What follows belongs to an exercise in optimizing a design on an open flow for small area, a short achievable clock period and few clock cycles per item; a production flow would make more cautious choices. Where RTL was checked, it was by simulation tests only, not by an equivalence proof against the original.

Design isg_extract, start of the top module:
module isg_extract (
    input  wire        clk,
    input  wire        rst,         
    input  wire        cfg_we,
    input  wire [5:0]  cfg_addr,
    input  wire [5:0]  cfg_pos,
    input  wire [6:0]  npos,        
    input  wire [31:0] qstep,       
    input  wire        variant,     
    input  wire        in_valid,
    input  wire [7:0]  in_data,
    output wire        in_ready,
    output reg         done,
    output reg  [63:0] bits_out
);
make LEC_CHECK=0 CAP_MARGIN=20 CORE_MARGIN=2 CORE_UTILIZATION=40 PLACE_DENSITY=0.6 SLEW_MARGIN=20 finish   # period 13.0 ns
run.sh (not shown) runs the stock make flow with config.mk's settings and CLKGATE_MAP_FILE= SYNTH_SCRIPT=/design/flow/synth_recipe.tcl, a recipe that flattens the netlist after the stock synthesis.
Testbench counts at the start, summed over its fixed seeds: cycles 26,066, items 320.
Rerun with:
- ABC_CLOCK_PERIOD_IN_PS: default -> 4000
What happened: The new run passed the timing, design-rule and antenna checks. Design area does not change. Final cell count does not change. Hold slack stays the same. Sequential share of layout area stays the same. Non-clock buffer count stays the same.

---

Another version of the RTL of isg_extract (not shown whole).
Size: roughly 9200 cells after synthesis, about 2400 flip-flops, about 130 I/O pins, ~110000 µm² of cells after synthesis.
## isg_extract
module isg_extract (
    input  wire        clk,
    input  wire        rst,         
    input  wire        cfg_we,
    input  wire [5:0]  cfg_addr,
    input  wire [5:0]  cfg_pos,
    input  wire [6:0]  npos,        
    input  wire [31:0] qstep,       
    input  wire        variant,     
    input  wire        in_valid,
    input  wire [7:0]  in_data,
    output wire        in_ready,
    output reg         done,
    output reg  [63:0] bits_out
);
    reg        cfg_we_r;
    reg [5:0]  cfg_addr_r, cfg_pos_r;
    reg [31:0] qstep_r;
    reg        variant_r;
    reg [6:0]  npos_r;
    reg [5:0]  pos_tab [0:63];
    always @(posedge clk) begin
        cfg_we_r   <= cfg_we;
        cfg_addr_r <= cfg_addr;
        cfg_pos_r  <= cfg_pos;
        qstep_r    <= qstep;
        variant_r  <= variant;
        npos_r     <= npos;
        if (cfg_we_r)
            pos_tab[cfg_addr_r] <= cfg_pos_r;
    end
    reg  [5:0] c;             
    reg  [5:0] ld_cnt;        
    reg        in_ready_r;
    reg        smp_v;
    reg  [7:0] smp_r;         
    assign in_ready = in_ready_r;
    wire accept = in_valid & in_ready_r & ~rst;
    always @(posedge clk) begin
        smp_r <= {~in_data[7], in_data[6:0]};
        smp_v <= accept;
    end
    reg  [511:0] ringv;
    wire [7:0]   ring63 = ringv[511:504];
    wire [7:0]   tail_in = smp_v ? smp_r : ring63;
    always @(posedge clk)
        ringv <= {ringv[503:0], tail_in};
    wire signed [7:0] s0 = ringv[55:48];
  ...
export LEC_CHECK = 0
export CAP_MARGIN = 20
export CORE_MARGIN = 2
export CORE_UTILIZATION = 40
export PLACE_DENSITY = 0.6
export SLEW_MARGIN = 20
create_clock -name core_clock -period 13.0 [get_ports {clk}]
The first run went through all stages and came out clean.
Testbench counts at the start, summed over its fixed seeds: cycles 26,074, items 320.
Change:
--- a/flow/config.mk
+++ b/flow/config.mk
@@ -7,0 +8 @@
+export ABC_AREA = 1
What happened:
- core utilization barely changes
- non-clock buffer count grows by 5
- clock-buffer cell count rises by 1
- die area came out higher by 2.0%

---

## rev 12
Another version of the RTL of isg_extract (not shown whole).
Size in the first run: roughly 2400 flip-flops, about 130 I/O pins, roughly 110000 um2 of cells after synthesis.
Settings: LEC_CHECK=0, ABC_AREA=1, CAP_MARGIN=20, CORE_MARGIN=2, CORE_UTILIZATION=55, PLACE_DENSITY=0.7, SLEW_MARGIN=20; clock period 13.0 ns.
Changes in rev 13 relative to rev 12:
- PLACE_DENSITY changed from 0.7 to 0.75
- CORE_UTILIZATION changed from 55 to 65
Notes after the runs:
- The post-route clock period utilization of rev 13 is higher than that of rev 12.
- The higher clock buffer count came out of rev 12.
- Synthesized area divided by synthesized cell count came out exactly the same in rev 12 and rev 13.
- When the final numbers for rev 12 and rev 13 were put side by side, the clock distribution area overhead in the final layout turned out to be smaller in rev 13.
- Rev 13 ended up with a higher number of optimization iterations in the first detailed-route pass than rev 12 did.
- Rev 13 vs rev 12 — first-pass GRT wire length rose about 2.2%.
- Looking at the reports, rev 13 completed the entire flow and the layout it produced met the timing, design-rule and antenna checks.
- Rev 12 | stages: all done | timing, DRC, antenna: all pass
Function was not checked in any run of this note: the RTL went through the layout flow alone.

---

Setup of the reference run:
isg_extract, a different RTL version from the one above (not shown whole).
Size in the first run: roughly 8900 cells after synthesis, about 2100 flip-flops, about 130 I/O pins, about 99000 µm² of cells after synthesis.
Settings: LEC_CHECK=0, ABC_CLOCK_PERIOD_IN_PS=3500, CAP_MARGIN=20, CORE_MARGIN=2, CORE_UTILIZATION=50, PLACE_DENSITY=0.65, SLEW_MARGIN=20; clock period 13.0 ns.
Input-level comparison between the trial run and the reference run:
==> flow/config.mk <==
export PLATFORM = sky130hd
export DESIGN_NAME = isg_extract
export DESIGN_NICKNAME = isg_extract
export VERILOG_FILES = /design/flow/design.v
export SDC_FILE = /design/flow/constraint.sdc
export NUM_CORES = 4
export LEC_CHECK = 0
export ABC_CLOCK_PERIOD_IN_PS = 4500
export CAP_MARGIN = 20
export CORE_MARGIN = 2
export CORE_UTILIZATION = 40
export PLACE_DENSITY = 0.6
export SLEW_MARGIN = 20
## What came out
- Having completed the whole flow, the trial run delivered a layout that passed the timing, design-rule and antenna checks.
- Of the trial run and the reference run, the higher non-clock buffer count belongs to the trial run.
- The trial run vs. the reference run: largest fanout on the critical path went up, design area shows an increase of 1200 µm², count of clock-buffer cells in the layout went down by 13, clock buffer count from CTS picked up an extra 3.5%.
- The reference run → the trial run: setup slack grew by 65 ps; final non-filler cell total grew by 695; aggregate routed wire length grew by 2400 µm.
- The reference run -> the trial run: count of buffers from port buffering delta 0, exact match
No functional check of the RTL was part of any run of this note.

afterwards: timing with drivers on the ports:
No port has a modelled driver above. Below, the same layouts with a new extraction and two added sets of constraints. Step 1 (the two cells are an assumption about what drives the block):
set clk [get_ports {clk}]
set_driving_cell -lib_cell sky130_fd_sc_hd__clkbuf_16 $clk
set_driving_cell -lib_cell sky130_fd_sc_hd__buf_2 [delete_from_list [all_inputs] $clk]
Step 2, shift: input delay + t, output delay - t, t = (earliest + latest rising clock arrival at the registers) / 2. This alone moves slack from input paths to output paths. Three values: ideal, step 1, step 2; two values: the first two.
run | shift t [ns] | setup slack, ns | clock arrival spread, ns | pins driven straight from the clock port
the first run of note 1 | 0.965 | 7.561 / 7.561 / 7.251 | 0.098 / 0.098 | 1
the second run of note 1 | 0.965 | 7.561 / 7.561 / 7.251 | 0.098 / 0.098 | 1
the first run of note 2 | 0.972 | 7.877 / 7.877 / 7.005 | 0.121 / 0.121 | 1
the second run of note 2 | 0.990 | 8.064 / 8.064 / 7.511 | 0.085 / 0.085 | 1
rev 12 | 0.948 | 8.249 / 8.154 / 7.918 | 0.112 / 0.112 | 1
rev 13 | 0.956 | 7.597 / 7.597 / 7.597 | 0.069 / 0.069 | 1
the reference run | 0.938 | 5.034 / 5.034 / 5.034 | 0.064 / 0.065 | 1
the trial run | 0.934 | 5.098 / 5.098 / 5.098 | 0.082 / 0.083 | 1
After both steps setup and hold are still met in every run listed. The setup slack of the first run of note 2, which loses most, moves by 0.000 ns with the drivers and by -0.872 ns with both steps.
